Context: an optimization exercise on an open-source flow, tuned for small area, a short achievable clock period and few clock cycles. The choices shown serve that exercise and are no tape-out recipe. In this exercise RTL edits were held to simulation tests only and were not proved equivalent to the original.

==> run R: inputs <==
// bitcopy_core
module bitcopy_core (
    input  wire        clk,
    input  wire        rst,
    input  wire        host_we,
    input  wire [3:0]  host_addr,
    input  wire [63:0] host_wdata,
    output reg         busy,
    output reg         done,
    output reg  [7:0]  status,
    output reg  [63:0] res,
    output wire [31:0] mem_addr,
    output reg         mem_re,
    output reg         mem_we,
    output reg  [7:0]  mem_wdata,
    input  wire [7:0]  mem_rdata
);
Settings: LEC_CHECK=0, CAP_MARGIN=20, CORE_MARGIN=2, CORE_UTILIZATION=40, SLEW_MARGIN=20; clock period 12.0 ns.
standard.sh (not shown) runs the stock make flow with config.mk's settings and CLKGATE_MAP_FILE= SYNTH_SCRIPT=/design/flow/synth_recipe.tcl, a recipe that flattens the netlist after the stock synthesis.
==> flow/flow/run.sh <==
#!/bin/bash
# Standard layout (the standard.sh, unchanged). The resizer's timing
# repair aims 8 ns below the clock period and works on the worst path
# only (no total-negative-slack pass), so it does not grow the others.
set -e
export SETUP_SLACK_MARGIN=8
export TNS_END_PERCENT=0
bash standard.sh > standard.log 2>&1
==> inputs of run M, as changes to run R <==
--- a/flow/design.v
+++ b/flow/design.v
@@ -72,15 +72,15 @@
     localparam [4:0] OP_COPY = 5'h01, OP_SATLEN = 5'h02, OP_SETBIT = 5'h03,
                      OP_SETU = 5'h04, OP_SETI = 5'h05, OP_SETF16 = 5'h06,
                      OP_SETF32 = 5'h07, OP_SETF64 = 5'h08, OP_GETBIT = 5'h09,
                      OP_GETU8 = 5'h0A, OP_GETU16 = 5'h0B, OP_GETU32 = 5'h0C,
                      OP_GETU64 = 5'h0D, OP_GETF16 = 5'h0E, OP_GETF32 = 5'h0F,
                      OP_GETF64 = 5'h10, OP_F16PACK = 5'h11, OP_F16UNPACK = 5'h12;
     localparam [1:0] ST_SUCCESS = 2'd0, ST_INVALID = 2'd2, ST_TOO_SMALL = 2'd3;
-    localparam [2:0] S_IDLE = 3'd0, S_SETUP = 3'd1, S_RUN = 3'd2, S_BLOAD = 3'd3,
+    localparam [2:0] S_IDLE = 3'd0, S_RUN = 3'd2, S_BLOAD = 3'd3,
                      S_BDEC = 3'd4, S_TAIL = 3'd5, S_F16 = 3'd6, S_RUN0 = 3'd7;
     localparam [1:0] T_NONE = 2'd0, T_SRC = 2'd1, T_DH = 2'd2, T_DT = 2'd3;
     reg [31:0] dbase, doff, sbase, soff, clen, cap;
     reg [63:0] val;
     reg [2:0]  state;
     wire [4:0] c_op  = host_wdata[4:0];
     wire [6:0] c_len = host_wdata[14:8];
@@ -98,23 +98,21 @@
             OP_SETU, OP_SETI, OP_GETU64: begin c_legal = c_legal && (c_len <= 7'd64); c_flen = c_len; end
             OP_GETU8:  begin c_legal = c_legal && (c_len <= 7'd8);  c_flen = c_len; end
             OP_GETU16: begin c_legal = c_legal && (c_len <= 7'd16); c_flen = c_len; end
             OP_GETU32: begin c_legal = c_legal && (c_len <= 7'd32); c_flen = c_len; end
             default: c_legal = 1'b0;
         endcase
     end
-    reg       legal;
     reg [6:0] flen;
-    reg       flen_z, av_lo_z, cnd0, cnd1;
-    reg       is_copy, is_set, is_get, k_sat, k_pack, k_unpack, k_setbit, k_setf16, k_getf16;
+    reg       flen_z, cnd1;
+    reg       is_copy, is_set, is_get, k_setbit, k_setf16, k_getf16;
     wire [35:0] avail_d  = {1'b0, cap, 3'b000} - {4'd0, doff};
     wire        av_neg   = avail_d[35];
-    wire [36:0] sat_d    = {2'b0, cap, 3'b000} - {5'd0, doff} - {5'd0, clen};
-    reg         sat_okq;      
-    wire [31:0] satlen   = sat_okq ? clen : av_negq ? 32'd0 : avail_d[31:0];
+    wire        sat_ok   = !av_neg && ({3'd0, clen} <= avail_d[34:0]);    
+    wire [31:0] satlen   = sat_ok ? clen : av_neg ? 32'd0 : avail_d[31:0];
     wire [2:0]  cl_t     = clen[2:0] - 3'd1;
     wire [3:0]  cl_dt    = {1'b0, cl_t} + {1'b0, doff[2:0]};
     wire [1:0]  nd_inc   = {1'b0, (clen[2:0] != 3'd0) || (doff[2:0] != 3'd0)}
                            + {1'b0, (clen[2:0] != 3'd0) && cl_dt[3]};
     wire [2:0]  nd_lo    = {1'b0, clen[4:3]} + {1'b0, nd_inc};
     wire [29:0] nd_copy  = (clen == 32'd0) ? 30'd0 :
                            {{1'b0, clen[31:5]} + {27'd0, nd_lo[2]}, nd_lo[1:0]};
@@ -124,19 +122,17 @@
     wire        c_flen_z = (c_flen == 7'd0);
     wire        c_av_big = !av_neg && (avail_d[34:7] != 28'd0);
     wire [6:0]  c_av_lo  = av_neg ? 7'd0 : avail_d[6:0];
     wire        c_fits   = !av_neg && (c_av_big || (c_av_lo >= c_flen));
     wire        fast_cp  = c_legal && c_copy && (clen != 32'd0);
     wire        fast_get = c_legal && c_get && !c_flen_z && (c_av_big || (c_av_lo != 7'd0));
     wire        fast_set = c_legal && c_set && !c_flen_z && c_fits;
-    reg         av_negq, av_bigq;
+    reg         av_bigq;
     reg  [6:0]  av_loq;
     wire        fits     = av_bigq || (av_loq >= flen);
-    wire        too_small = av_negq || !fits;
-    wire [6:0]  sget     = fits ? flen : av_loq;
     wire [15:0] pack_out;
     wire [31:0] unpack_out;
     bitcopy_f16pack   u_pack   (.f(val[31:0]), .h(pack_out));
     bitcopy_f16unpack u_unpack (.h((state == S_F16) ? res[15:0] : val[15:0]), .f(unpack_out));
     reg [31:0] sp, dp;            
     reg        bwd;               
     reg        src_mem, dst_mem;  
@@ -174,15 +170,14 @@
     wire [2:0]  k_t     = clen[2:0] - 3'd1;
     wire [3:0]  k_dt    = {1'b0, k_t} + {1'b0, doff[2:0]};
     wire [3:0]  k_st    = {1'b0, k_t} + {1'b0, soff[2:0]};
     wire        k_e     = (soff[2:0] < doff[2:0]);
     wire        k_c     = k_e ? !k_dt[3] || k_st[3] : k_st[3] && !k_dt[3];
     wire [2:0]  p_sm    = in_tail ? 3'd0 : is_copy ? soff[2:0] : f_sm;
     wire [2:0]  p_dm    = in_tail ? 3'd0 : is_copy ? doff[2:0] : f_dm;
-    wire        p_nd0   = is_copy ? cnd0 : is_set ? flen_z : (flen_z || (!fits && av_lo_z));
     wire        p_nd1   = in_tail ? 1'b1 : is_copy ? cnd1 : use_a ? (a_nd == 4'd1) : (f_nd == 4'd1);
     wire        s_e     = in_tail ? 1'b0 : is_copy ? k_e : f_e;
     wire        s_c     = in_tail ? 1'b0 : is_copy ? k_c : use_a ? a_c : f_c;
     wire [2:0]  s_tb    = in_tail ? clen[2:0] : is_copy ? doff[2:0] + clen[2:0] :
                           use_a ? av_loq[2:0] : f_tb;
     wire [3:0]  nd_fld  = use_a ? a_nd : f_nd;
     wire        pf_c    = !is_get && ((p_dm != 3'd0) || (p_nd1 && (s_tb != 3'd0)));
@@ -290,18 +285,14 @@
                 R_CLEN:  clen  <= host_wdata[31:0];
                 R_CAP:   cap   <= host_wdata[31:0];
                 R_VAL:   val   <= host_wdata;
                 default: ;
             endcase
         end
     end
-    wire go_copy_bwd_w;
-    wire go_run = in_tail || (legal && !p_nd0 &&
-                  (is_copy ? !go_copy_bwd_w : is_set ? !too_small : is_get));
-    assign go_copy_bwd_w = go_copy_bwd;
     wire go_copy_bwd = (soff[2:0] == 3'd0) && (doff[2:0] == 3'd0) && (nb != 29'd0) &&
                        (dp > sp);
     always @(posedge clk) begin
         w0 <= n_w0;
         w1 <= n_w1;
         w2 <= n_w2;
         dold_h <= n_dh;
@@ -333,47 +324,53 @@
             a_fv   <= d_fv;
             mem_re <= d_rs || d_rh || d_rt;
             mem_we <= d_wrm;
             sel_sp <= (d_rs && !is_get) || (d_rt && tail_src);
             case (state)
                 S_IDLE: begin
                     if (host_we && host_addr == R_CMD) begin
-                        legal    <= c_legal;
                         flen     <= c_flen;
                         flen_z   <= (c_flen == 7'd0);
-                        av_lo_z  <= av_neg || (avail_d[6:0] == 7'd0);
-                        cnd0     <= (clen == 32'd0);
                         cnd1     <= (nd_copy == 30'd1);
                         is_copy  <= (c_op == OP_COPY);
                         is_set   <= (c_op >= OP_SETBIT) && (c_op <= OP_SETF64);
                         is_get   <= (c_op >= OP_GETBIT) && (c_op <= OP_GETF64);
-                        k_sat    <= (c_op == OP_SATLEN);
-                        k_pack   <= (c_op == OP_F16PACK);
-                        k_unpack <= (c_op == OP_F16UNPACK);
                         k_setbit <= (c_op == OP_SETBIT);
                         k_setf16 <= (c_op == OP_SETF16);
                         k_getf16 <= (c_op == OP_GETF16);
-                        sat_okq  <= !sat_d[36];
-                        state   <= (fast_cp || fast_get || fast_set) ? S_RUN0 : S_SETUP;
+                        if (fast_cp || fast_get || fast_set) begin
+                            state  <= S_RUN0;
+                            busy   <= 1'b1;
+                        end else begin
+                            state  <= S_IDLE;
+                            busy   <= 1'b0;
+                            done   <= 1'b1;
+                            status <= !c_legal ? {6'd0, ST_INVALID} :
+                                      (c_set && !c_fits) ? {6'd0, ST_TOO_SMALL} : {6'd0, ST_SUCCESS};
+                            if (c_legal) begin
+                                if (c_op == OP_SATLEN)         res <= {32'd0, satlen};
+                                else if (c_op == OP_F16PACK)   res <= {48'd0, pack_out};
+                                else if (c_op == OP_F16UNPACK) res <= {32'd0, unpack_out};
+                                else if (c_get)                res <= 64'd0;
+                            end
+                        end
                         vidx    <= 3'd0;
                         a_rs    <= fast_cp || fast_get;
                         a_fv    <= fast_set;
                         a_rh    <= fast_set && (doff[2:0] != 3'd0);
                         mem_re  <= fast_cp || fast_get || (fast_set && (doff[2:0] != 3'd0));
                         sel_sp  <= fast_cp;
-                        busy    <= 1'b1;
                         sp      <= sa;
                         dp      <= da;
                         dleft   <= nd_copy;
-                        av_negq <= av_neg;
                         av_bigq <= !av_neg && (avail_d[34:7] != 28'd0);
                         av_loq  <= av_neg ? 7'd0 : avail_d[6:0];
                     end
                 end
-                S_SETUP, S_TAIL, S_RUN0: begin
+                S_TAIL, S_RUN0: begin
                     bwd      <= 1'b0;
                     src_mem  <= !is_set;
                     dst_mem  <= !is_get;
                     tail_src <= is_set && !in_tail;
                     if (in_tail) begin
                         sp    <= sa;
                         dp    <= da;
@@ -432,62 +429,14 @@
                             a_fv   <= 1'b0;
                             mem_re <= 1'b0;
                             sel_sp <= 1'b0;
                             state  <= S_BLOAD;
                             blq    <= 1'b1;
                         end
                     end
-                    if (state == S_SETUP) begin
-                        a_rs   <= 1'b0;
-                        a_rh   <= 1'b0;
-                        a_rt   <= 1'b0;
-                        a_fv   <= 1'b0;
-                        mem_re <= 1'b0;
-                        sel_sp <= 1'b0;
-                        if (!legal) begin
-                            status <= {6'd0, ST_INVALID};
-                            done   <= 1'b1;
-                            busy   <= 1'b0;
-                            state  <= S_IDLE;
-                        end else if (k_sat) begin
-                            res    <= {32'd0, satlen};
-                            status <= {6'd0, ST_SUCCESS};
-                            done   <= 1'b1;
-                            busy   <= 1'b0;
-                            state  <= S_IDLE;
-                        end else if (k_pack) begin
-                            res    <= {48'd0, pack_out};
-                            status <= {6'd0, ST_SUCCESS};
-                            done   <= 1'b1;
-                            busy   <= 1'b0;
-                            state  <= S_IDLE;
-                        end else if (k_unpack) begin
-                            res    <= {32'd0, unpack_out};
-                            status <= {6'd0, ST_SUCCESS};
-                            done   <= 1'b1;
-                            busy   <= 1'b0;
-                            state  <= S_IDLE;
-                        end else if (is_set && too_small) begin
-                            status <= {6'd0, ST_TOO_SMALL};
-                            done   <= 1'b1;
-                            busy   <= 1'b0;
-                            state  <= S_IDLE;
-                        end else begin
-                            if (is_get) res <= 64'd0;
-                            if (is_copy && go_copy_bwd) begin
-                                state <= S_BLOAD;
-                                blq   <= 1'b1;
-                            end else begin
-                                status <= {6'd0, ST_SUCCESS};
-                                done   <= 1'b1;
-                                busy   <= 1'b0;
-                                state  <= S_IDLE;
-                            end
-                        end
-                    end
                 end
                 S_BLOAD: begin
                     sp        <= sa;
                     dp        <= da;
                     bwd       <= 1'b1;
                     dleft     <= {1'b0, nb};
                     last      <= (nb == 29'd1);
==> flow/flow/run.sh (replaced) <==
#!/bin/bash
set -e
export SETUP_SLACK_MARGIN=8
bash standard.sh > standard.log 2>&1
CTS_CLUSTER_DIAMETER = 100   (was default)
CTS_CLUSTER_SIZE = 24   (was default)
TNS_END_PERCENT = 0   (was default)
==> inputs of run P, as changes to run R <==
==> flow/run.sh (new file) <==
#!/bin/bash
# synth_recipe.tcl (not shown) runs the flow's synth.tcl, then flattens the netlist and writes it again
# the make line also repeats each setting of config.mk as NAME=value (left out here)
make -C /OpenROAD-flow-scripts/flow DESIGN_CONFIG=/design/flow/config.mk WORK_HOME=/design/flow/orfs CLKGATE_MAP_FILE= SYNTH_SCRIPT=/design/flow/synth_recipe.tcl finish
removed: flow/flow/run.sh
removed: flow/standard.sh
==> impl_metrics.ini <==
[routing]
drtIter0Drc = 5272

[cells_and_area]
n_antenna_cell = 3
stdcell_count = 6229

[pwr]
internal_power_uw = 3690
p_sw_uw = 1410

[run_status]
status = complete, no violations

[worst_setup_path]
slowest_stage = a2111oi_4
r2r_cells = 19

[yosys]
synth.distinct_cells = 118
The numbers above come from run R.

==> impl_metrics.ini <==
[cells_and_area]
stdcell_count = 6115

[pwr]
p_sw_uw = 1410

[worst_setup_path]
r2r_cells = 19
worstSetupPathType = register to register
slowest_stage = xor2_1

[routing]
drtIter0Drc = 4886

[yosys]
synth.distinct_cells = 118

[run_status]
status = complete, no violations

[job]
drv_cap = 0
The numbers above come from run P.

==> impl_metrics.ini <==
[run_status]
status = complete, no violations

[worst_setup_path]
slowest_stage = edfxtp_1
crit_start = doff[2]$_DFFE_PP_
r2r_cells = 24

[pwr]
internal_power_uw = 2780
p_sw_uw = 1060

[routing]
drtIter0Drc = 5224

[cells_and_area]
stdcell_count = 6127
n_antenna_cell = 2
The numbers above come from run M.

Testbench counts of run R, summed over its fixed seeds: cycles 40,934.
Testbench counts of run M, summed over its fixed seeds: cycles 40,309.
Testbench counts of run P, summed over its fixed seeds: cycles 40,934.

[separate check: timing with driven ports]
How much do the figures lean on ideal ports? The routed layouts below were timed once more, with nothing changed but the port constraints.
Step 1, drivers: a clkbuf_16 drives clk and a buf_2 each remaining input, both assumed.
Step 2 also shifts input and output timing later by t, the mid clock arrival at the registers, as if the neighbouring blocks saw the same clock.
Three values: ideal ports, drivers, drivers and shift; two values: the first two.
run | t (ns) | slack for setup (ns) | cell pins on the clock port's net
run R | 0.716 | 7.180 / 7.180 / 6.560 | 1
run M | 0.750 | 6.571 / 6.571 / 5.948 | 1
run P | 0.727 | 5.368 / 5.368 / 5.368 | 1
After both steps every run listed still meets setup and hold. For run M, which loses most, drivers alone change the setup slack by 0.000 ns; drivers and shift together by -0.623 ns.
